Source: an optimization exercise on an open RTL-to-GDS flow (aim: small area, a short achievable clock period and few clock cycles). Production flows keep margins and buffers that such runs may drop. Only simulation tests tie the RTL to the original design; equivalence was not proved. No activity file was given, so power comes from the tool's default toggle rates.

<file path="config.mk">
export PLATFORM = sky130hd
export DESIGN_NAME = scc_lnkdec
export DESIGN_NICKNAME = scc_lnkdec
export VERILOG_FILES = /design/flow/design.v
export SDC_FILE = /design/flow/constraint.sdc
export NUM_CORES = 4
export LEC_CHECK = 0
export CAP_MARGIN = 20
export CORE_MARGIN = 2
export CORE_UTILIZATION = 70
export PLACE_DENSITY = 0.85
export SETUP_SLACK_MARGIN = 5
export SLEW_MARGIN = 20
</file>
<file path="constraint.sdc">
create_clock -name core_clock -period 10.0 [get_ports {clk}]
set_input_delay 2.0000 -clock core_clock [delete_from_list [all_inputs] [get_ports {clk}]]
set_output_delay 2.0000 -clock core_clock [all_outputs]
set_load 0.01 [all_outputs]
</file>
<file path="design.v">
module scc_lnkdec (
    input  wire        clk,
    input  wire        rst,
    input  wire        start,
    input  wire        use_crc,
    input  wire [31:0] rxlen,
    input  wire [31:0] explen,
    output wire        ready,
    output wire        done,
    output wire [31:0] nvalid,
    output wire [31:0] ninvalid,
    output wire [31:0] reclen,
    input  wire        in_valid,
    output wire        in_ready,
    input  wire [31:0] in_data,
    output wire        out_valid,
    input  wire        out_ready,
    output wire [31:0] out_data,
    output wire        vm_valid,
    input  wire        vm_ready,
    output wire [31:0] vm_data
);
    function [3:0] ham_dec(input [6:0] c);
        reg [2:0] s;
        reg [3:0] f;
        begin
            s[2] = c[6] ^ c[5] ^ c[3] ^ c[2];    
            s[1] = c[6] ^ c[4] ^ c[3] ^ c[1];    
            s[0] = c[5] ^ c[4] ^ c[3] ^ c[0];    
            case (s)
                3'd6:    f = 4'b1000;            
                3'd5:    f = 4'b0100;            
                3'd3:    f = 4'b0010;            
                3'd7:    f = 4'b0001;            
                default: f = 4'b0000;            
            endcase
            ham_dec = c[6:3] ^ f;
        end
    endfunction
    function [2:0] crc_rem(input [15:0] v);
        integer i;
        reg [15:0] w;
        begin
            w = v;
            for (i = 15; i >= 3; i = i - 1)
                if (w[i])
                    w[i -: 4] = w[i -: 4] ^ 4'b1011;
            crc_rem = w[2:0];
        end
    endfunction
    reg         busy;
    reg         ready_r;
    reg         done_r;
    reg         mode_crc;
    reg  [26:0] whi;          
    reg  [4:0]  wtl;          
    reg         wtl_p;        
    reg         more;         
    reg         lastw;        
    reg         in_rdy;
    reg  [5:0]  lft;          
    reg  [2:0]  ph;           
    reg  [19:0] nw;           
    reg  [2:0]  anc;          
    reg         av;
    reg  [11:0] pnd;          
    reg  [1:0]  pn;
    reg  [13:0] qd [0:3];     
    reg  [3:0]  qv;           
    reg  [31:0] kk;           
    reg         kj;
    reg         kbig;         
    reg         hz;           
    reg  [31:0] acc;          
    reg  [4:0]  ao;           
    reg  [31:0] ow;
    reg         ov;
    reg         vv;
    reg         fdone;        
    reg  [27:0] nvalid_r;     
    reg  [27:0] ninvalid_r;
    reg  [31:0] reclen_r;
    assign ready    = ready_r;
    assign done     = done_r;
    assign nvalid   = {4'd0, nvalid_r};
    assign ninvalid = {4'd0, ninvalid_r};
    assign reclen   = reclen_r;
    assign in_ready = in_rdy;
    assign out_valid = ov;
    assign out_data = ow;
    assign vm_valid = vv;
    assign vm_data  = kk;
    wire accept = start && ready_r;
    wire fire   = in_valid && in_rdy;
    wire in_end = !more && !av;               
    wire [40:0] s0x  = {lft, in_data, 3'b000};
    wire [40:0] s0sh = s0x >> ph;
    wire [5:0]  s0v  = (lastw && wtl_p) ? {1'b0, wtl} : 6'd32;
    wire [5:0]  s0t  = {3'b000, ph} + s0v;
    wire [2:0]  s0nc = (s0t >= 6'd35) ? 3'd5 : (s0t >= 6'd28) ? 3'd4 :
                       (s0t >= 6'd21) ? 3'd3 : (s0t >= 6'd14) ? 3'd2 :
                       (s0t >= 6'd7)  ? 3'd1 : 3'd0;
    wire [2:0]  ph_n = (ph >= 3'd3) ? ph - 3'd3 : ph + 3'd4;
    wire [19:0] s0nw = {ham_dec(s0sh[34:28]), ham_dec(s0sh[27:21]), ham_dec(s0sh[20:14]),
                        ham_dec(s0sh[13:7]), ham_dec(s0sh[6:0])};
    reg  [31:0] seq;
    always @* begin
        case (pn)
            2'd0: seq = {nw, 12'd0};
            2'd1: seq = {pnd[11:8], nw, 8'd0};
            2'd2: seq = {pnd[11:4], nw, 4'd0};
            default: seq = {pnd, nw};
        endcase
    end
    wire [3:0]  s1t   = {2'b00, pn} + {1'b0, anc};
    wire        pass0 = (crc_rem(seq[31:16]) == 3'd0);
    wire        pass1 = (crc_rem(seq[15:0]) == 3'd0);
    wire [26:0] kk_inc = kk[31:5] + 27'd1;
    wire [26:0] kk_dec = kk[31:5] - 27'd1;
    wire        h_pad = in_end && !hz;
    wire [4:0]  h_raw = av ? {anc, 2'b00} : 5'd20;
    wire        h_cut = !kbig && (kk[4:0] < h_raw);
    wire [4:0]  h_len = h_cut ? kk[4:0] : h_raw;
    wire        h_fin = !kbig && (kk[4:0] <= h_raw);
    wire [19:0] h_dat = av ? (nw & ~(20'hfffff >> h_len)) : 20'd0;
    reg  [1:0]  s1m;          
    always @* begin
        if (mode_crc)
            s1m = (s1t >= 4'd8) ? 2'd2 : (s1t >= 4'd4) ? 2'd1 : 2'd0;
        else
            s1m = hz ? 2'd0 : 2'd2;
    end
    wire        s1room = (s1m == 2'd2) ? !qv[2] : (s1m == 2'd1) ? !qv[3] : 1'b1;
    wire        s1go  = av && s1room;
    wire        s1pad = busy && !mode_crc && h_pad && !qv[2];
    wire        s1push = s1go || s1pad;
    wire [13:0] slot0 = mode_crc ? {pass0, seq[31:19]} : {1'b0, h_dat[19:7]};
    wire [13:0] slot1 = mode_crc ? {pass1, seq[15:3]}  : {1'b0, h_dat[6:0], h_len, h_fin};
    wire [1:0]  s1n   = mode_crc ? (s1go ? s1m : 2'd0) : (s1push && !hz ? 2'd2 : 2'd0);
    wire [13:0] e0 = qd[0];
    wire [13:0] e1 = qd[1];
    wire        q1 = qv[0];
    wire        q2 = qv[1];
    wire        vm_ok = !vv || vm_ready;
    wire        ow_ok = !ov || out_ready;
    wire        a19 = (ao >= 5'd19);
    reg  [19:0] cd;           
    reg  [4:0]  cl;           
    reg         emit_vm;      
    reg         sel1;         
    reg  [1:0]  pop;
    reg  [1:0]  nfail;
    reg         fin;          
    reg         need_ow;
    always @* begin
        emit_vm = 1'b0; sel1 = 1'b0; pop = 2'd0; nfail = 2'd0;
        cd = 20'd0; cl = 5'd0; fin = 1'b0; need_ow = 1'b0;
        if (mode_crc) begin
            emit_vm = q1 && (e0[13] || (q2 && e1[13]));
            sel1    = !e0[13];
            pop     = !q1 ? 2'd0 : e0[13] ? 2'd1 : (q2 && e1[13]) ? 2'd2 : 2'd1;
            nfail   = !q1 ? 2'd0 : e0[13] ? 2'd0 : 2'd1;
            cd      = emit_vm ? {sel1 ? e1[12:0] : e0[12:0], 7'd0} : 20'd0;
            cl      = emit_vm ? 5'd13 : 5'd0;
            fin     = in_end && (pop == 2'd0 ? !qv[0] : pop == 2'd1 ? !qv[1] : !qv[2]);
            need_ow = (emit_vm && a19) || (fin && (emit_vm || ao != 5'd0));
        end else begin
            pop     = q2 ? 2'd2 : 2'd0;
            cd      = q2 ? {e0[12:0], e1[12:6]} : 20'd0;
            cl      = q2 ? e1[5:1] : 5'd0;
            fin     = q2 ? e1[0] : (hz && !q1);
            need_ow = ({1'b0, ao} + {1'b0, cl} >= 6'd32) || (fin && (ao != 5'd0 || cl != 5'd0));
        end
    end
    wire        s2go = busy && vm_ok && ow_ok;
    wire [5:0]  tot  = {1'b0, ao} + {1'b0, cl};
    wire [51:0] f    = {acc, 20'd0} | ({cd, 32'd0} >> ao);
    wire [5:0]  h_lo     = {1'b0, kk[4:0]} - {1'b0, h_raw};
    wire [31:0] h_sub    = {h_lo[5] ? kk_dec : kk[31:5], h_lo[4:0]};
    wire        kbig_n   = kbig && ((kk[4:0] >= h_raw) || (kk[31:6] != 26'd0));
    wire        av_n   = fire || (av && !s1go);
    wire [1:0]  qp     = s2go ? pop : 2'd0;
    wire [3:0]  qa     = (qp == 2'd2) ? {2'b00, qv[3:2]} :
                         (qp == 2'd1) ? {1'b0, qv[3:1]} : qv;    
    wire [3:0]  qw0    = ~qa & {qa[2:0], 1'b1};                  
    wire [3:0]  qw1    = {qw0[2:0], 1'b0};                       
    wire [3:0]  qv_n   = qa | ((s1n != 2'd0) ? qw0 : 4'd0) | ((s1n == 2'd2) ? qw1 : 4'd0);
    wire [1:0]  kd     = {1'b0, kj} + (emit_vm ? {1'b0, sel1} : pop);
    wire [5:0]  k_lo   = {1'b0, kk[4:0]} + ((kd == 2'd2) ? 6'd26 : (kd == 2'd1) ? 6'd13 : 6'd0);
    wire [31:0] k_add  = {k_lo[5] ? kk_inc : kk[31:5], k_lo[4:0]};
    wire [1:0]  pn_n   = (s1go && mode_crc) ? s1t[1:0] : pn;
    wire [3:0]  t_n    = fire ? {2'b00, pn_n} + {1'b0, s0nc} : s1t;
    wire [1:0]  m_n    = !mode_crc ? 2'd2 : (t_n >= 4'd8) ? 2'd2 : (t_n >= 4'd4) ? 2'd1 : 2'd0;
    integer i;
    wire        more_n = fire ? !lastw : more;
    wire        ov_n   = (s2go && need_ow) || (ov && !out_ready);
    wire        vv_n   = (s2go && emit_vm) || (vv && !vm_ready);
    wire        fd_n   = fdone || (s2go && fin && !(tot[5] && tot[4:0] != 5'd0));
    always @(posedge clk) begin
        if (rst) begin
            busy       <= 1'b0;
            ready_r    <= 1'b1;
            done_r     <= 1'b0;
            more       <= 1'b0;
            lastw      <= 1'b0;
            in_rdy     <= 1'b0;
            av         <= 1'b0;
            qv         <= 4'd0;
            ao         <= 5'd0;
            ov         <= 1'b0;
            vv         <= 1'b0;
            fdone      <= 1'b1;
            nvalid_r   <= 28'd0;
            ninvalid_r <= 28'd0;
            reclen_r   <= 32'd0;
        end else begin
            done_r <= 1'b0;
            if (accept) begin
                busy       <= 1'b1;
                ready_r    <= 1'b0;
                mode_crc   <= use_crc;
                whi        <= rxlen[31:5];
                wtl        <= rxlen[4:0];
                wtl_p      <= (rxlen[4:0] != 5'd0);
                more       <= (rxlen != 32'd0);
                lastw      <= (rxlen[31:5] == 27'd0) ||
                              (rxlen[31:5] == 27'd1 && rxlen[4:0] == 5'd0);
                in_rdy     <= (rxlen != 32'd0);
                ph         <= 3'd0;
                pn         <= 2'd0;
                acc        <= 32'd0;
                kk         <= use_crc ? 32'hfffffff3 : explen;    
                kj         <= 1'b1;
                kbig       <= (explen[31:5] != 27'd0);
                hz         <= (explen == 32'd0);
                fdone      <= !use_crc && (explen == 32'd0);
                nvalid_r   <= 28'd0;
                ninvalid_r <= 28'd0;
                reclen_r   <= use_crc ? 32'd0 : explen;
            end
            if (fire) begin
                nw   <= s0nw;
                anc  <= s0nc;
                lft  <= in_data[5:0];
                ph   <= ph_n;
                if (whi != 27'd0) begin
                    whi <= whi - 27'd1;
                end else begin
                    wtl_p <= 1'b0;
                end
                more  <= !lastw;
                lastw <= (whi == 27'd2 && !wtl_p) || (whi == 27'd1 && wtl_p);
            end
            av <= av_n;
            if (busy)
                in_rdy <= more_n && (!av_n || ((m_n == 2'd2) ? !qv_n[2] : (m_n == 2'd1) ? !qv_n[3] : 1'b1));
            if (s1go && mode_crc) begin
                if (s1t >= 4'd8) begin
                    pn <= s1t[1:0];
                end else if (s1t >= 4'd4) begin
                    pnd <= seq[15:4];
                    pn  <= s1t[1:0];
                end else begin
                    pnd <= seq[31:20];
                    pn  <= s1t[1:0];
                end
            end
            for (i = 0; i < 4; i = i + 1) begin
                if (qa[i])
                    qd[i] <= (qp == 2'd2) ? qd[(i + 2) % 4] : (qp == 2'd1) ? qd[(i + 1) % 4] : qd[i];
                else if (qw0[i] && s1n != 2'd0)
                    qd[i] <= slot0;
                else if (qw1[i] && s1n == 2'd2)
                    qd[i] <= slot1;
            end
            if (!mode_crc && s1push && !hz) begin
                kk   <= h_sub;
                kbig <= kbig_n;
                hz   <= h_fin;
            end
            qv <= qv_n;
            if (ov && out_ready) ov <= 1'b0;
            if (vv && vm_ready)  vv <= 1'b0;
            if (s2go) begin
                if (emit_vm) begin
                    vv       <= 1'b1;
                    nvalid_r <= nvalid_r + 28'd1;
                    reclen_r <= reclen_r + 32'd13;
                end
                if (nfail[0])
                    ninvalid_r <= ninvalid_r + 28'd1;
                if (mode_crc) begin
                    kk <= k_add;
                    kj <= emit_vm;
                end
                fdone <= fd_n;
                if (tot[5]) begin
                    ow  <= f[51:20];
                    ov  <= 1'b1;
                    acc <= {f[19:0], 12'd0};
                    ao  <= tot[4:0];
                end else if (fin && tot != 6'd0) begin
                    ow  <= f[51:20];
                    ov  <= 1'b1;
                    acc <= 32'd0;
                    ao  <= 5'd0;
                end else begin
                    acc <= f[51:20];
                    ao  <= tot[4:0];
                end
            end
            if (busy && fd_n && !more_n && !av_n && !ov_n && !vv_n) begin
                busy    <= 1'b0;
                ready_r <= 1'b1;
                done_r  <= 1'b1;
            end
        end
    end
endmodule
</file>
<file path="flow/run.sh">
#!/bin/bash
# Standard layout with two changes: the port buffers are buf_2 cells, and
# timing repair aims at a larger setup margin.
bash standard.sh SETUP_SLACK_MARGIN=6.5 "BUFFER_PORTS_ARGS=-buffer_cell sky130_fd_sc_hd__buf_2" finish > standard.log 2>&1
</file>
<file path="standard.sh">
#!/bin/bash
# synth_recipe.tcl (not shown) runs the flow's synth.tcl, then flattens the netlist and writes it again
# the make line also repeats each setting of config.mk as NAME=value (left out here)
make -C /OpenROAD-flow-scripts/flow DESIGN_CONFIG=/design/flow/config.mk WORK_HOME=/design/flow/orfs CLKGATE_MAP_FILE= SYNTH_SCRIPT=/design/flow/synth_recipe.tcl "${@:-finish}"
</file>
==> results of run 1 <==
[critical path, cell delays in order, from the launching register on]
cell and delay, ns:
edfxtp_1 0.39, nand2b_1 0.21, ha_1 0.24, fa_1 0.39
fa_2 0.44, nor2b_2 0.29, nor2_2 0.20, a21oi_4 0.07
and2_4 0.23, nor2_4 0.25, a32o_1 0.39, nor2_1 0.12
a21oi_1 0.64
[how the worst min path moves through the flow]
stage | end | slack [ns] | cells past startpoint | startpoint
floorplan | ow[5] | 0.49 | 1 | acc[5]
global placement | ninvalid_r[23] | 0.47 | 2 | ninvalid_r[23]
detailed placement | ninvalid_r[11] | 0.49 | 2 | ninvalid_r[11]
CTS | ninvalid_r[11] | 0.49 | 2 | ninvalid_r[11]
global route | ninvalid_r[11] | 0.51 | 2 | ninvalid_r[11]
finish | ninvalid_r[11] | 0.50 | 2 | ninvalid_r[11]
[stage by stage]
step,std cells,hold WS [ns],cell area [sq um]
6_report,3344,0.496,28400
3_5_place_dp,3149,0.487,25100
3_3_place_gp,3149,0.473,25100
4_1_cts,3268,0.495,27200
2_1_floorplan,2591,0.493,23800
5_1_grt,3343,0.510,28400
[layout make-up]
class	count	share of cell area, %
clock buffer	45	3.48
antenna	5	0.0441
timing repair inverter	2	0.0353
timing repair buffer	392	9.44
clock inverter	25	1.06
multi-input combinational	2024	50.6
inverter	67	0.934
tap	442	1.95
sequential	342	32.4
[logic make-up after synthesis]
kind of cell | count (synthesis) | synth area share [%]
other cells | 1 | 0.0161
mux | 188 | 9.97
flops | 342 | 39.6
buf+inv | 231 | 4.01
simple gates | 969 | 19.5
compound gates | 655 | 18.2
fa+ha+maj | 43 | 2.51
xor+xnor | 155 | 6.17
[routing by layer]
layer,wire length (microns),up-vias
li1,-,10200
met1,28000,11200
met2,38200,2434
met3,12900,716
met4,7530,4
met5,32,-
[state kept, by name, indices dropped and copies added (netlist names), 2 cells and up]
name / flops
ow: 32
whi: 27
kk: 32
nvalid_r: 28
ao: 5
nw: 20
anc: 3
pn: 2
qd: 56
ph: 3
wtl: 5
ninvalid_r: 28
pnd: 12
qv: 4
lft: 6
reclen_r: 32
acc: 32
[where the power goes]
part,internal [mW],switching [mW]
clock network,0.846,0.646
logic,0.434,0.640
registers,1.63,0.103
[placed cells by master (no fill, tap or decap), types with 13 or more instances in the layout]
master | netlist | layout
nand3_1 | 88 | 85
nand2_2 | 0 | 14
buf_6 | 2 | 25
nor2b_1 | 20 | 16
xnor2_2 | 1 | 20
nor2_1 | 297 | 272
mux2i_1 | 116 | 101
nor2_2 | 1 | 15
clkbuf_16 | 0 | 42
a22oi_1 | 15 | 15
ha_1 | 37 | 37
mux4_2 | 28 | 29
a21oi_1 | 171 | 157
and2_1 | 37 | 33
buf_2 | 8 | 252
and3_1 | 40 | 36
or3_1 | 20 | 18
nor4_1 | 47 | 40
a31oi_1 | 27 | 25
inv_1 | 60 | 57
dfxtp_1 | 107 | 102
o221ai_1 | 20 | 17
o21ai_0 | 169 | 146
buf_4 | 10 | 95
a221o_1 | 13 | 13
xnor2_1 | 77 | 56
edfxtp_1 | 235 | 235
a22o_1 | 23 | 23
o211ai_1 | 25 | 25
a21o_1 | 21 | 21
nand4_1 | 32 | 32
mux2_2 | 42 | 41
a211oi_1 | 28 | 25
xor2_1 | 72 | 66
o21ai_1 | 4 | 19
nand2_1 | 256 | 239
nor3_1 | 73 | 62
[what timing repair did]
action	4_1_cts	5_1_grt
endpoints found under the setup margin	334	292
pin swaps	19	31
cloned	10	4
resized for setup	95	149
buffers inserted	39	67
==> impl_metrics.py, run 1 <==
metrics = {
    "sta": {
        "fin_ws_ns": 5.82,
        "layout_min_cycle_time_ns": 4.18,
        "finalCritPeriodShare_pct": 41.8,
        "final.setup.tns_ns": 0,
        "fmax_mhz": 239,
        "skew_ns": 0.0348,
        "slew_headroom_pct": 2.75,
        "rsz0062_at_grt": "yes",
        "hold_viol": 0,
        "tightest_slew_ns": 1.46,
        "setup_viol": 0,
        "final_max_slew_viol_count": 0,
    },
    "synthesis": {
        "synth_top_area_share_pct": 30.4,
        "ys_seq_area_share_pct": 39.6,
        "syn-cell-area_sq_um": 23200,
        "synth_cell_types": 84,
        "yosysTopAreaCell": "edfxtp_1",
        "synthTopCellsByCount": "nor2_1, nand2_1, edfxtp_1",
        "avgSynthCellArea_sq_um": 8.99,
        "synth_edf_count": 235,
        "yosys_warnings": 2,
        "synthCells": 2584,
        "synthTopCellsByArea": "edfxtp_1, dfxtp_1, mux2i_1, nor2_1, nand2_1",
        "async_flop_share_pct": 0,
        "synth_seq_cells": 342,
        "yosysMostFrequentCell": "nor2_1",
        "synthFlopType": "edfxtp_1",
    },
    "clocking": {
        "cts_sinks": 342,
        "htree_levels": 2,
        "cts.clk_slew.worst_paths_ns": 0.06,
        "cts_buffer_depth": 3,
        "root_buffer": "clkbuf_16",
        "clock_latency_ns": 0.59,
        "cts_hold_buf": 0,
        "numCtsBuffers": 38,
        "cts_tree": "built",
    },
    "worst_setup_path": {
        "critPathLaunchType": "register",
        "cp_max_fo": 8,
        "crit_path_end_kind": "register",
        "crit_end": "qd[0][3]",
        "crit_required_ns": 10.27,
        "r2r_start": "anc[0]",
        "r2r_slack_ns": 5.82,
        "startpoint": "anc[0]",
        "timing.rr.end": "qd[0][3]",
        "critPathKind": "reg2reg",
        "reg2reg_depth": 12,
        "worstPathArrival_ns": 4.45,
    },
    "floorplan": {
        "die_area_sq_um": 34700,
        "die_w_microns": 186,
        "die_h_microns": 186,
        "start_util_pct": 71.2,
        "coreArea_sq_um": 32600,
        "rows": 66,
        "top_level_ports": 268,
    },
    "placement": {
        "dpl_worst_slack_ns": 3.97,
        "routabilityCongestion": 1.01,
        "dpl.hpwl_microns": 50900,
        "portBuffers": 259,
    },
    "cells_and_area": {
        "multi_input_area_sq_um": 14400,
        "area_growth_pct": 22.2,
        "drive_gt1_share_pct": 25.4,
        "fillers": 1682,
        "seq_area_sq_um": 9210,
        "fin_nets": 3013,
        "fin_util_pct": 87.0,
    },
    "pwr": {
        "cellPowerDensity_nw_per_um2": 151,
        "p_total_mw": 4.29,
        "leakage_nw": 11.0,
        "ir_drop_mv": 0.133,
    },
    "grt": {
        "busiest_layer": "met2",
        "grt_pass1_wl_microns": 118000,
        "grtUsageMet3_pct": 9.37,
        "antenna_found_initial": 8,
        "grt_max_degree": 50,
        "grt_util_met2_pct": 68.6,
        "use_met1_pct": 55.9,
        "grt_pass1_vias": 21400,
        "grt_util_all_layers_pct": 43.3,
        "overflow": 0,
    },
    "run_status": {
        "run_status": "complete, no violations",
    },
    "routing": {
        "via_per_inst": 7.33,
        "num_vias": 24500,
        "routed_wl_microns": 86600,
        "ant_nets": 0,
        "remaining_drc_errors": 0,
        "drt_iter0_markers": 4560,
        "dr.pass1.iters": 9,
        "wl_per_cell_microns": 25.9,
    },
    "worst_hold_path": {
        "worstHoldPathType": "reg2reg",
    },
    "run": {
        "drv_cap": 0,
    },
}
Testbench counts, summed over its fixed seeds: cycles 5,988.
==> inputs of run 2 (changes only) <==
--- a/config.mk
+++ b/config.mk
@@ -7,7 +7,7 @@
 export LEC_CHECK = 0
 export CAP_MARGIN = 20
 export CORE_MARGIN = 2
-export CORE_UTILIZATION = 70
-export PLACE_DENSITY = 0.85
+export CORE_UTILIZATION = 60
+export PLACE_DENSITY = 0.65
 export SETUP_SLACK_MARGIN = 5
 export SLEW_MARGIN = 20
==> impl_metrics.py, run 2 <==
metrics = {
    "worst_setup_path": {
        "crit_top_cell": "buf_12",
        "crit_required_ns": 10.34,
        "worstPathArrival_ns": 3.93,
        "reg2reg_depth": 10,
        "crit_path_end_kind": "register",
        "cp_num_buf_inv": 4,
        "crit_path_top_delay_cell": "o211ai_1",
        "cp.depth": 11,
        "startpoint": "out_ready",
        "r2r_start": "pn[0]",
        "critPathLaunchType": "primary input",
        "worstPathCellList": "buf_6, nand2b_4, and3_4, buf_12, nand2_8, o211ai_1, nand2_4, buf_4, a311oi_4, a211oi_4, buf_12",
        "critPathKind": "in2reg",
        "critPathTopFamily": "compound AO/OA/AOI/OAI gates",
        "cp_max_fo": 14,
        "max_stage_delay_ns": 0.39,
    },
    "floorplan": {
        "die_w_microns": 201,
        "coreArea_sq_um": 38500,
        "die_h_microns": 201,
        "rows": 72,
        "top_level_ports": 268,
        "start_util_pct": 60.4,
        "die_area_sq_um": 40300,
    },
    "sta": {
        "final.setup.tns_ns": 0,
        "hold_viol": 0,
        "fin_ws_ns": 6.41,
        "slew_headroom_pct": 34.4,
        "fmax_mhz": 279,
        "skew_ns": 0.0149,
        "finalCritPeriodShare_pct": 35.9,
        "setup_viol": 0,
        "tightest_slew_ns": 0.982,
        "rsz0062_at_grt": "yes",
        "final_max_slew_viol_count": 0,
        "layout_min_cycle_time_ns": 3.59,
    },
    "routing": {
        "drt_iter0_markers": 2549,
        "remaining_drc_errors": 0,
        "wl_per_cell_microns": 23.1,
        "via_per_inst": 6.63,
        "num_vias": 22600,
        "routed_wl_microns": 78700,
        "dr.pass1.iters": 7,
        "ant_nets": 0,
    },
    "pwr": {
        "ir_drop_mv": 0.136,
        "p_total_mw": 4.28,
        "cellPowerDensity_nw_per_um2": 151,
        "leakage_nw": 10.9,
    },
    "worst_hold_path": {
        "hold_depth": 1,
        "min_from": "ninvalid_r[6]",
        "worstHoldPathType": "reg2reg",
    },
    "placement": {
        "portBuffers": 259,
        "routabilityCongestion": 0.969,
        "dpl_worst_slack_ns": 3.96,
        "dpl.hpwl_microns": 52900,
    },
    "clocking": {
        "cts_tree": "built",
        "cts.clk_slew.worst_paths_ns": 0.06,
        "htree_levels": 2,
        "cts_sinks": 342,
        "root_buffer": "clkbuf_16",
        "cts_hold_buf": 0,
        "clock_latency_ns": 0.58,
        "numCtsBuffers": 40,
        "cts_buffer_depth": 3,
    },
    "grt": {
        "grt_pass1_wl_microns": 120000,
        "antenna_found_initial": 7,
        "grt_max_degree": 51,
        "overflow": 0,
        "grt_util_all_layers_pct": 37.4,
        "grt_pass1_vias": 21000,
    },
    "synthesis": {
        "synth_cell_types": 84,
        "synth_edf_count": 235,
        "synthFlopType": "edfxtp_1",
        "yosysMostFrequentCell": "nor2_1",
        "syn-cell-area_sq_um": 23200,
        "synthTopCellsByArea": "edfxtp_1, dfxtp_1, mux2i_1, nor2_1, nand2_1",
        "synth_seq_cells": 342,
        "synth_top_area_share_pct": 30.4,
        "avgSynthCellArea_sq_um": 8.99,
        "synthCells": 2584,
        "yosys_warnings": 2,
        "yosysTopAreaCell": "edfxtp_1",
        "synthTopCellsByCount": "nor2_1, nand2_1, edfxtp_1",
        "async_flop_share_pct": 0,
        "ys_seq_area_share_pct": 39.6,
    },
    "cells_and_area": {
        "fin_nets": 3001,
        "layout_commonest_cell": "nor2_1",
        "largest_reg_flops": 56,
        "final_cell_mix": "nor2_1, buf_2, nand2_1, edfxtp_1, a21oi_1",
        "regMostFlops": "qd",
        "area_growth_pct": 21.9,
        "fillers": 2892,
        "drive_gt1_share_pct": 23.8,
    },
    "run": {
        "drv_cap": 0,
    },
    "run_status": {
        "run_status": "complete, no violations",
    },
}
-- run 2: cell counts after synthesis --
Identical to the previous run, type by type.
-- run 2: layout make-up --
type                            count  area, sq um  share of cell area (%)
Timing Repair inverter              2         10.0                  0.0353
Multi-Input combinational cell   2026        14300                    50.4
Sequential cell                   342         9210                    32.5
Tap cell                          518          648                    2.29
Clock inverter                     14          185                   0.654
Inverter                           67          270                   0.954
Timing Repair Buffer              376         2550                    8.99
Antenna cell                        4         10.0                  0.0353
Clock buffer                       60         1170                    4.13
-- run 2: worst paths after layout --
kind	to	slack, ns
setup / recovery	qd[2][4]	6.41
hold / removal	ninvalid_r[6]	0.49
setup reg to reg	qd[2][13]	6.44
hold reg to reg	ninvalid_r[6]	0.49
-- run 2: layer usage --
| layer | routed length [microns] | global-route usage (%) | vias up |
|---|---|---|---|
| li1 | - | - | 10200 |
| met1 | 30400 | 50.3 | 10800 |
| met2 | 36400 | 59.4 | 1392 |
| met3 | 7760 | 6.07 | 279 |
| met4 | 4140 | 17.7 | 6 |
| met5 | 39 | 0 | - |
-- run 2: what timing repair did --
| action | in CTS | in global routing |
|---|---|---|
| gates resized for setup | 93 | 99 |
| buffers inserted | 32 | 55 |
| endpoints found under the setup margin | 305 | 271 |
| pin swaps | 18 | 36 |
| gates cloned | 13 | 5 |
-- run 2: cell families after synthesis --
logic type	count (synthesis)	synth area share [%]
fa+ha+maj	43	2.51
flops	342	39.6
buf+inv	231	4.01
other cells	1	0.0161
xor+xnor	155	6.17
mux	188	9.97
simple gates	969	19.5
compound gates	655	18.2
-- run 2: power breakdown --
part | switching (mW) | internal (mW) | total (mW)
logic | 0.596 | 0.430 | 1.03
clock network | 0.630 | 0.898 | 1.53
registers | 0.0986 | 1.63 | 1.72
-- run 2: through the flow --
| stage | utilization (%) | hold WS (ns) | instance area (sq um) | std cells |
|---|---|---|---|---|
| after floorplan | - | 0.493 | 23800 | 2591 |
| after global placement | 65.4 | 0.473 | 25200 | 3225 |
| after detailed placement | 65.4 | 0.482 | 25200 | 3225 |
| after CTS | 71.1 | 0.491 | 27400 | 3344 |
| after global routing | 73.6 | 0.530 | 28300 | 3407 |
| final | 73.7 | 0.494 | 28300 | 3409 |
==> inputs of run 3 (changes only) <==
--- a/config.mk
+++ b/config.mk
@@ -8,6 +8,6 @@
 export CAP_MARGIN = 20
 export CORE_MARGIN = 2
 export CORE_UTILIZATION = 60
-export PLACE_DENSITY = 0.65
+export PLACE_DENSITY = 0.75
 export SETUP_SLACK_MARGIN = 5
 export SLEW_MARGIN = 20
==> impl_metrics.py, run 3 <==
metrics = {
    "cells_and_area": {
        "design_area_sq_um": 28400,
        "regMostFlops": "qd",
        "fin_nets": 2998,
        "seq_area_sq_um": 9210,
        "multi_input_area_sq_um": 14300,
        "area_growth_pct": 22.1,
        "drive_gt1_share_pct": 24.2,
        "fin_util_pct": 73.8,
        "fillers": 2891,
        "layout_commonest_cell": "nor2_1",
        "largest_reg_flops": 56,
        "final_cell_mix": "nor2_1, buf_2, nand2_1, edfxtp_1, a21oi_1",
    },
    "sta": {
        "fmax_mhz": 277,
        "final_max_slew_viol_count": 0,
        "tightest_slew_ns": 1.04,
        "fin_hold_ws_ns": 0.484,
        "finalCritPeriodShare_pct": 36.2,
        "slew_headroom_pct": 31.0,
        "rsz0062_at_grt": "yes",
        "final.setup.tns_ns": 0,
        "layout_min_cycle_time_ns": 3.62,
        "hold_viol": 0,
        "skew_ns": 0.0268,
        "setup_viol": 0,
    },
    "pwr": {
        "leakage_nw": 10.9,
        "p_switching_mw": 1.33,
        "cellPowerDensity_nw_per_um2": 152,
        "ir_drop_mv": 0.126,
        "swShare_pct": 30.9,
        "pwr-share-comb_pct": 23.6,
        "clock_power_share_pct": 36.6,
        "p_seq_share_pct": 39.9,
        "p_int_mw": 2.98,
    },
    "clocking": {
        "cts_buffer_depth": 3,
        "numCtsBuffers": 40,
        "cts.clk_slew.worst_paths_ns": 0.06,
        "root_buffer": "clkbuf_16",
        "htree_levels": 2,
        "cts_hold_buf": 0,
        "cts_tree": "built",
        "clock_latency_ns": 0.60,
        "cts_sinks": 342,
    },
    "worst_hold_path": {
        "worstHoldPathType": "reg2reg",
    },
    "worst_setup_path": {
        "cp_max_fo": 14,
        "critPathLaunchType": "primary input",
        "critPathKind": "in2reg",
        "worstPathArrival_ns": 3.96,
        "crit_required_ns": 10.35,
        "crit_path_end_kind": "register",
    },
    "synthesis": {
        "syn-cell-area_sq_um": 23200,
        "yosys_warnings": 2,
        "synthTopCellsByCount": "nor2_1, nand2_1, edfxtp_1",
        "synthCells": 2584,
        "synth.area.mux_share_pct": 9.97,
        "synthTopCellsByArea": "edfxtp_1, dfxtp_1, mux2i_1, nor2_1, nand2_1",
        "synth_edf_count": 235,
        "synth_top_area_share_pct": 30.4,
        "synth_seq_cells": 342,
        "synth-simple-area-share_pct": 19.5,
        "synth_top_family_by_area": "simple AND/OR/NAND/NOR gates",
        "yosysTopAreaCell": "edfxtp_1",
        "async_flop_share_pct": 0,
        "synth_cell_types": 84,
        "synth_compound_area_share_pct": 18.2,
        "synth_xor_area_share_pct": 6.17,
        "synthFlopType": "edfxtp_1",
        "ys_seq_area_share_pct": 39.6,
        "synth_fa_ha_area_share_pct": 2.51,
        "avgSynthCellArea_sq_um": 8.99,
        "yosysMostFrequentCell": "nor2_1",
    },
    "routing": {
        "num_vias": 22700,
        "via_per_inst": 6.66,
        "dr.pass1.iters": 6,
        "ant_nets": 0,
        "wl_per_cell_microns": 23.0,
        "routed_wl_microns": 78400,
        "remaining_drc_errors": 0,
        "drt_iter0_markers": 2274,
    },
    "floorplan": {
        "rows": 72,
        "die_h_microns": 201,
        "die_w_microns": 201,
        "start_util_pct": 60.4,
        "coreArea_sq_um": 38500,
        "top_level_ports": 268,
        "die_area_sq_um": 40300,
    },
    "grt": {
        "grt_max_degree": 50,
        "overflow": 0,
        "grt_pass1_vias": 20900,
        "antenna_found_initial": 6,
        "grt_pass1_wl_microns": 117000,
        "grt_util_all_layers_pct": 36.3,
    },
    "run": {
        "drv_cap": 0,
    },
    "placement": {
        "routabilityCongestion": 0.969,
        "dpl.hpwl_microns": 52200,
        "portBuffers": 259,
        "placed_area_sq_um": 25200,
    },
    "run_status": {
        "run_status": "complete, no violations",
    },
}
run 3: final timing paths:
kind | from | endpoint | slack (ns) | depth (start not counted)
worst min register to register | ninvalid_r[6] | ninvalid_r[6] | 0.48 | 1
worst max register to register | whi[2] | whi[23] | 6.56 | 8
worst max-delay path | out_ready | qd[2][2] | 6.38 | 11
worst min-delay path | ninvalid_r[6] | ninvalid_r[6] | 0.48 | 1
run 3: layout make-up:
type	instances	area share, %
multi-input cells	2027	50.3
clock buffers	49	3.78
clock inverters	24	1.20
repair buffers	373	8.99
inverters	67	0.931
flip-flops and latches	342	32.5
diodes	2	0.0176
repair inverters	1	0.0176
well taps	518	2.28
run 3: cells by family after synthesis:
| family | Yosys count |
|---|---|
| AND/OR/NAND/NOR | 969 |
| AO/OA/AOI/OAI | 655 |
| flip-flops | 342 |
| buffers and inverters | 231 |
| multiplexers | 188 |
| XOR/XNOR | 155 |
| adder cells (fa/ha/maj) | 43 |
| other | 1 |
run 3: what timing repair did:
| action | CTS | global route |
|---|---|---|
| resized for setup | 94 | 93 |
| endpoints found under the setup margin | 294 | 274 |
| gates cloned | 10 | 9 |
| buffers inserted | 34 | 46 |
| pin swaps | 15 | 34 |
run 3: routing by layer:
metal  vias to the layer above  wire [microns]  GRT usage (%)
met5                         -              43              0
met4                         6            4540           18.7
met3                       322            7770           6.12
met2                      1422           36000           58.3
met1                     10700           30000           47.6
li1                      10200               -              -
run 3: power by group through the flow:
stage	Sequential (mW)	Clock [mW]	Combinational (mW)
finish	1.72	1.58	1.02
global route	1.73	1.64	1.09
CTS	1.72	1.59	0.939
detailed placement	1.75	0	0.876
global placement	1.74	0	0.850
floorplan	1.72	0	0.661
run 3: stage by stage:
step                      std cells  setup slack, ns  total power [mW]
after floorplan                2591             6.12              2.38
after global placement         3228             4.09              2.59
after detailed placement       3228             3.99              2.62
after global routing           3403             6.38              4.46
after CTS                      3345             6.39              4.24
final                          3403             6.38              4.32
run 3: critical path, cell delays in order:
cell and delay [ns]:
buf_6 0.06, nand2b_4 0.15, and3_4 0.28, buf_12 0.13
nand2_8 0.05, o22ai_4 0.30, buf_6 0.18, nor2_4 0.04
a311oi_4 0.41, a211oi_4 0.12, buf_12 0.21
==> inputs of run 4 (changes only) <==
--- a/config.mk
+++ b/config.mk
@@ -7,7 +7,7 @@
 export LEC_CHECK = 0
 export CAP_MARGIN = 20
 export CORE_MARGIN = 2
-export CORE_UTILIZATION = 60
+export CORE_UTILIZATION = 55
 export PLACE_DENSITY = 0.75
 export SETUP_SLACK_MARGIN = 5
 export SLEW_MARGIN = 20
==> impl_metrics.py, run 4 <==
metrics = {
    "run_status": {
        "run_status": "complete, no violations",
    },
    "routing": {
        "via_per_inst": 6.47,
        "routed_wl_microns": 74400,
        "remaining_drc_errors": 0,
        "met2_length_microns": 35000,
        "ant_nets": 0,
        "wl_per_cell_microns": 21.9,
        "dr.pass1.iters": 8,
        "routed.top_layer": "met5",
        "num_vias": 22000,
        "dr_wl_met3_microns": 6570,
        "wl_met1_microns": 29500,
        "drt_iter0_markers": 2043,
    },
    "worst_setup_path": {
        "reg2reg_depth": 15,
        "crit_path_end_kind": "register",
        "worstPathArrival_ns": 3.97,
        "cp_max_fo": 14,
        "critPathLaunchType": "primary input",
        "crit_required_ns": 10.35,
        "critPathKind": "in2reg",
    },
    "floorplan": {
        "rows": 75,
        "coreArea_sq_um": 41900,
        "die_h_microns": 210,
        "die_w_microns": 210,
        "start_util_pct": 55.5,
        "die_area_sq_um": 43900,
        "top_level_ports": 268,
    },
    "run": {
        "drv_cap": 0,
    },
    "clocking": {
        "cts.clk_slew.worst_paths_ns": 0.06,
        "cts_hold_buf": 0,
        "htree_levels": 2,
        "cts_buffer_depth": 3,
        "cts_sinks": 342,
        "cts_tree": "built",
        "root_buffer": "clkbuf_16",
        "clock_latency_ns": 0.60,
        "numCtsBuffers": 41,
    },
    "cells_and_area": {
        "fin_nets": 2976,
        "fin_util_pct": 66.9,
        "layout_commonest_cell": "nor2_1",
        "drive_gt1_share_pct": 22.9,
        "regMostFlops": "qd",
        "fillers": 3272,
        "largest_reg_flops": 56,
        "area_growth_pct": 20.4,
        "final_cell_mix": "nor2_1, buf_2, nand2_1, edfxtp_1, a21oi_1",
    },
    "pwr": {
        "leakage_nw": 10.8,
        "p_switching_mw": 1.31,
        "p_int_mw": 2.95,
        "ir_drop_mv": 0.137,
        "cellPowerDensity_nw_per_um2": 152,
        "clock_power_share_pct": 36.3,
        "p_total_mw": 4.26,
        "swShare_pct": 30.8,
        "p_seq_share_pct": 40.4,
        "pwr-share-comb_pct": 23.2,
    },
    "synthesis": {
        "synthTopCellsByArea": "edfxtp_1, dfxtp_1, mux2i_1, nor2_1, nand2_1",
        "ys_seq_area_share_pct": 39.6,
        "synthFlopType": "edfxtp_1",
        "synthCells": 2584,
        "yosysTopAreaCell": "edfxtp_1",
        "synth_seq_cells": 342,
        "syn-cell-area_sq_um": 23200,
        "synth_cell_types": 84,
        "async_flop_share_pct": 0,
        "avgSynthCellArea_sq_um": 8.99,
        "synthTopCellsByCount": "nor2_1, nand2_1, edfxtp_1",
        "synth_top_area_share_pct": 30.4,
        "synth_edf_count": 235,
        "yosysMostFrequentCell": "nor2_1",
        "yosys_warnings": 2,
    },
    "placement": {
        "dpl.hpwl_microns": 50900,
        "routabilityCongestion": 1.00,
        "portBuffers": 259,
    },
    "sta": {
        "final.setup.tns_ns": 0,
        "layout_min_cycle_time_ns": 3.62,
        "final_max_slew_viol_count": 0,
        "hold_viol": 0,
        "fmax_mhz": 276,
        "finalCritPeriodShare_pct": 36.2,
        "tightest_slew_ns": 1.11,
        "fin_hold_ws_ns": 0.485,
        "slew_headroom_pct": 25.9,
        "setup_viol": 0,
        "skew_ns": 0.0316,
        "rsz0062_at_grt": "yes",
    },
    "worst_hold_path": {
        "worstHoldPathType": "reg2reg",
        "hold_depth": 2,
    },
    "grt": {
        "grt_max_degree": 81,
        "grt_pass1_vias": 20300,
        "grt_util_all_layers_pct": 32.2,
        "grt_pass1_wl_microns": 113000,
        "antenna_found_initial": 5,
        "overflow": 0,
    },
}
[run 4: timing repair]
action                                  CTS  global route
pin swaps                                16            20
gates resized for setup                  74            89
endpoints found under the hold margin     0             0
setup buffers                            31            29
endpoints found under the setup margin  291           272
gates cloned                              7             5
[run 4: path summary, 6_finish.rpt]
path / from / endpoint / slack [ns]
worst min register to register: ninvalid_r[23] / ninvalid_r[23] / 0.49
worst max-delay path: out_ready / qd[1][9] / 6.38
worst min-delay path: ninvalid_r[23] / ninvalid_r[23] / 0.49
worst max register to register: mode_crc / ow[31] / 6.49
[run 4: cell families after synthesis]
kind of cell	share of synthesized area [%]
buffers and inverters	4.01
AOI/OAI and AO/OA	18.2
muxes	9.97
xor gates and xnor gates	6.17
adders and majority gates	2.51
other	0.0161
and+or+nand+nor	19.5
DFF	39.6
[run 4: per-stage QoR]
| step | instances | area, sq um | worst slack, ns |
|---|---|---|---|
| floorplan | 2591 | 23800 | 6.12 |
| detailed placement | 3252 | 25200 | 4.11 |
| CTS | 3365 | 27300 | 6.28 |
| finish | 3405 | 28000 | 6.38 |
| global route | 3405 | 28000 | 6.32 |
| global placement | 3251 | 25200 | 4.27 |
[run 4: routing by layer]
| layer | GRT usage (%) | vias to the layer above |
|---|---|---|
| met5 | 0 | - |
| met4 | 14.4 | 2 |
| met3 | 5.60 | 193 |
| met2 | 52.2 | 1204 |
| met1 | 42.4 | 10500 |
| li1 | - | 10100 |
[run 4: final cells by class]
type / instances / area (sq um) / area share, %
clock buffer: 58 / 1130 / 4.04
multi-input combinational: 2024 / 14100 / 50.5
sequential: 342 / 9210 / 32.9
clock inverter: 17 / 235 / 0.840
antenna: 4 / 10.0 / 0.0358
tap: 539 / 674 / 2.41
inverter: 67 / 260 / 0.930
timing repair buffer: 354 / 2340 / 8.36
[run 4: worst max-delay path: stages]
cell and delay [ns]:
buf_6 0.06, nand2b_4 0.15, and3_4 0.25, buf_12 0.12
nand2_8 0.05, buf_12 0.14, o211ai_1 0.33, nand2_4 0.11
buf_4 0.15, a21oi_2 0.12, a21oi_2 0.09, a21boi_4 0.21
buf_12 0.17
[run 4: power by group through the flow]
stage | clock (mW) | sequential (mW) | combinational [mW]
2_1_floorplan | 0 | 1.72 | 0.661
3_3_place_gp | 0 | 1.74 | 0.839
3_5_place_dp | 0 | 1.75 | 0.867
4_1_cts | 1.56 | 1.72 | 0.916
5_1_grt | 1.61 | 1.73 | 1.07
6_report | 1.55 | 1.72 | 0.989
==> inputs of run 5 (changes only) <==
==> flow/run.sh (replaced) <==
#!/bin/bash
# Standard layout with two changes: the port buffers are buf_2 cells, and
# timing repair aims at a larger setup margin.
bash standard.sh SETUP_SLACK_MARGIN=6.75 "BUFFER_PORTS_ARGS=-buffer_cell sky130_fd_sc_hd__buf_2" finish > standard.log 2>&1
==> impl_metrics.py, run 5 <==
metrics = {
    "run_status": {
        "run_status": "complete, no violations",
    },
    "cells_and_area": {
        "design_area_sq_um": 30600,
        "area_growth_pct": 31.7,
        "fin_nets": 3123,
        "regMostFlops": "qd",
        "final_cell_mix": "nor2_1, buf_2, edfxtp_1, nand2_1, buf_4",
        "stdcell_count": 3552,
        "fin_util_pct": 73.1,
        "drive_gt1_share_pct": 32.1,
        "layout_commonest_cell": "nor2_1",
        "largest_reg_flops": 56,
    },
    "floorplan": {
        "start_util_pct": 55.5,
        "rows": 75,
        "coreArea_sq_um": 41900,
        "die_area_sq_um": 43900,
        "top_level_ports": 268,
        "die_w_microns": 210,
        "die_h_microns": 210,
    },
    "pwr": {
        "p_switching_mw": 1.43,
        "swShare_pct": 32.1,
        "cellPowerDensity_nw_per_um2": 145,
        "ir_drop_mv": 0.130,
        "clock_power_share_pct": 33.1,
        "p_seq_share_pct": 38.3,
        "leakage_nw": 11.8,
        "pwr-share-comb_pct": 28.6,
        "p_int_mw": 3.01,
    },
    "synthesis": {
        "synth_top_area_share_pct": 30.4,
        "synthFlopType": "edfxtp_1",
        "synthTopCellsByCount": "nor2_1, nand2_1, edfxtp_1",
        "async_flop_share_pct": 0,
        "yosysMostFrequentCell": "nor2_1",
        "synthCells": 2584,
        "synth_cell_types": 84,
        "ys_seq_area_share_pct": 39.6,
        "synthTopCellsByArea": "edfxtp_1, dfxtp_1, mux2i_1, nor2_1, nand2_1",
        "syn-cell-area_sq_um": 23200,
        "synth_edf_count": 235,
        "synth_seq_cells": 342,
        "yosys_warnings": 2,
        "avgSynthCellArea_sq_um": 8.99,
        "yosysTopAreaCell": "edfxtp_1",
    },
    "sta": {
        "finalCritPeriodShare_pct": 36.0,
        "layout_min_cycle_time_ns": 3.60,
        "rsz0062_at_grt": "yes",
        "tightest_slew_ns": 1.15,
        "final_max_slew_viol_count": 0,
        "hold_viol": 0,
        "fin_ws_ns": 6.40,
        "final.setup.tns_ns": 0,
        "fmax_mhz": 277,
        "skew_ns": 0.0244,
        "slew_headroom_pct": 23.5,
        "setup_viol": 0,
    },
    "placement": {
        "placed_area_sq_um": 25300,
        "dpl_worst_slack_ns": 3.97,
        "dpl.hpwl_microns": 50800,
        "dpl.cell_count": 3248,
        "routabilityCongestion": 0.970,
        "portBuffers": 259,
    },
    "routing": {
        "via_per_inst": 6.65,
        "drt_iter0_markers": 2337,
        "dr.pass1.iters": 6,
        "remaining_drc_errors": 0,
        "routed_wl_microns": 84100,
        "wl_per_cell_microns": 23.7,
        "ant_nets": 0,
        "num_vias": 23600,
    },
    "worst_setup_path": {
        "cp_max_fo": 7,
        "crit_required_ns": 10.29,
        "reg2reg_depth": 11,
        "critPathKind": "in2reg",
        "worstPathCellList": "buf_6, nand2b_4, and3_4, buf_4, buf_4, nand3_4, nand2_4, buf_6, a311oi_4, a211oi_4, clkbuf_16",
        "worstPathArrival_ns": 3.90,
        "crit_path_end_kind": "register",
        "critPathLaunchType": "primary input",
        "crit_path_top_delay_cell": "a211oi_4",
        "max_stage_delay_ns": 0.34,
    },
    "worst_hold_path": {
        "worstHoldPathType": "reg2reg",
        "hold_depth": 2,
    },
    "clocking": {
        "cts.clk_slew.worst_paths_ns": 0.06,
        "clock_latency_ns": 0.59,
        "numCtsBuffers": 40,
        "cts_buffer_depth": 3,
        "cts_tree": "built",
        "htree_levels": 2,
        "cts_sinks": 342,
        "root_buffer": "clkbuf_16",
    },
    "grt": {
        "overflow": 0,
        "antenna_found_initial": 5,
        "grt_util_all_layers_pct": 34.8,
        "grt_pass1_wl_microns": 122000,
        "grt_max_degree": 53,
        "grt_pass1_vias": 22000,
    },
    "run": {
        "drv_cap": 0,
    },
}
-- run 5: power groups by stage --
stage,logic (mW),clock network (mW),registers (mW)
global route,1.35,1.52,1.71
detailed placement,0.867,0,1.75
global placement,0.839,0,1.74
floorplan,0.670,0,1.72
finish,1.27,1.47,1.70
CTS,1.07,1.47,1.69
-- run 5: cells by family (layout without fill, tap and decap cells) --
family | after synthesis | in the layout | synth area share [%]
and+or+nand+nor | 969 | 976 | 19.5
AOI/OAI and AO/OA | 655 | 657 | 18.2
DFF | 342 | 342 | 39.6
buffers and inverters | 231 | 640 | 4.01
muxes | 188 | 188 | 9.97
xor gates and xnor gates | 155 | 155 | 6.17
adders and majority gates | 43 | 43 | 2.51
other | 1 | 12 | 0.0161
-- run 5: cell type report --
| cell class | instances | area, sq um |
|---|---|---|
| Fill cell | 2878 | 11200 |
| Inverter | 67 | 273 |
| Clock buffer | 56 | 1100 |
| Multi-Input combinational cell | 2027 | 15300 |
| Antenna cell | 4 | 10.0 |
| Sequential cell | 342 | 9220 |
| Timing Repair inverter | 1 | 5.00 |
| Clock inverter | 18 | 204 |
| Tap cell | 539 | 674 |
| Timing Repair Buffer | 498 | 3870 |
-- run 5: final timing paths --
path	start	end	slack, ns
max	out_ready	qd[2][0]	6.40
min	ninvalid_r[23]	ninvalid_r[23]	0.50
max reg2reg	pn[0]	qd[2][13]	6.55
min reg2reg	ninvalid_r[23]	ninvalid_r[23]	0.50
-- run 5: timing repair --
action                     4_1_cts  5_1_grt
pin swaps                       51       85
hold buffers                     0        0
gates resized for setup        223      236
gates cloned                    19        8
setup endpoints to repair      459      348
setup buffers                  121       78
-- run 5: metrics by stage --
step / hold WS, ns / total power [mW]
floorplan: 0.493 / 2.39
global placement: 0.476 / 2.58
CTS: 0.501 / 4.24
finish: 0.501 / 4.44
detailed placement: 0.482 / 2.61
global route: 0.533 / 4.58
-- run 5: worst max-delay path: cells and delay by family --
family	cells	cell delay, ns
compound gates	2	0.44
buf+inv	5	0.73
simple gates	4	0.73
-- run 5: per-layer routing --
layer	GRT usage [%]	share of wire [%]	up-vias
met3	5.57	10	401
li1	-	-	10400
met5	0	0.013	-
met4	18.5	6.7	2
met2	57.4	47	1594
met1	44.2	36	11200

what the ideal ports hide:
No port has a modelled driver above. Below, the same layouts with a new extraction and two added sets of constraints. Step 1 sets driving cells, clkbuf_16 on the clock port and buf_2 on the other inputs (assumed; they add their load-dependent delay and slew). Step 2 times the ports against the registers' clock, not the clock port: input delays grow and output delays shrink by t, the midpoint of the rising clock arrivals with the driver on. a / b / c = ideal ports / drivers / drivers and shift; a / b = the first two.
run	t (ns)	slack for setup (ns)	worst setup path at the end	clock arrival spread, ns	slew at the worst register clock pin (ns)
run 1	0.623	5.818 / 5.818 / 5.421	input to register	0.035 / 0.035	0.07 / 0.07
run 2	0.633	6.411 / 6.429 / 5.796	input to register	0.016 / 0.016	0.06 / 0.06
run 3	0.639	6.384 / 6.399 / 5.760	input to register	0.033 / 0.033	0.06 / 0.06
run 4	0.650	6.379 / 6.398 / 5.748	input to register	0.032 / 0.032	0.07 / 0.07
run 5	0.639	6.396 / 6.403 / 5.765	input to register	0.027 / 0.027	0.07 / 0.07
After both steps every run listed still meets setup and hold.
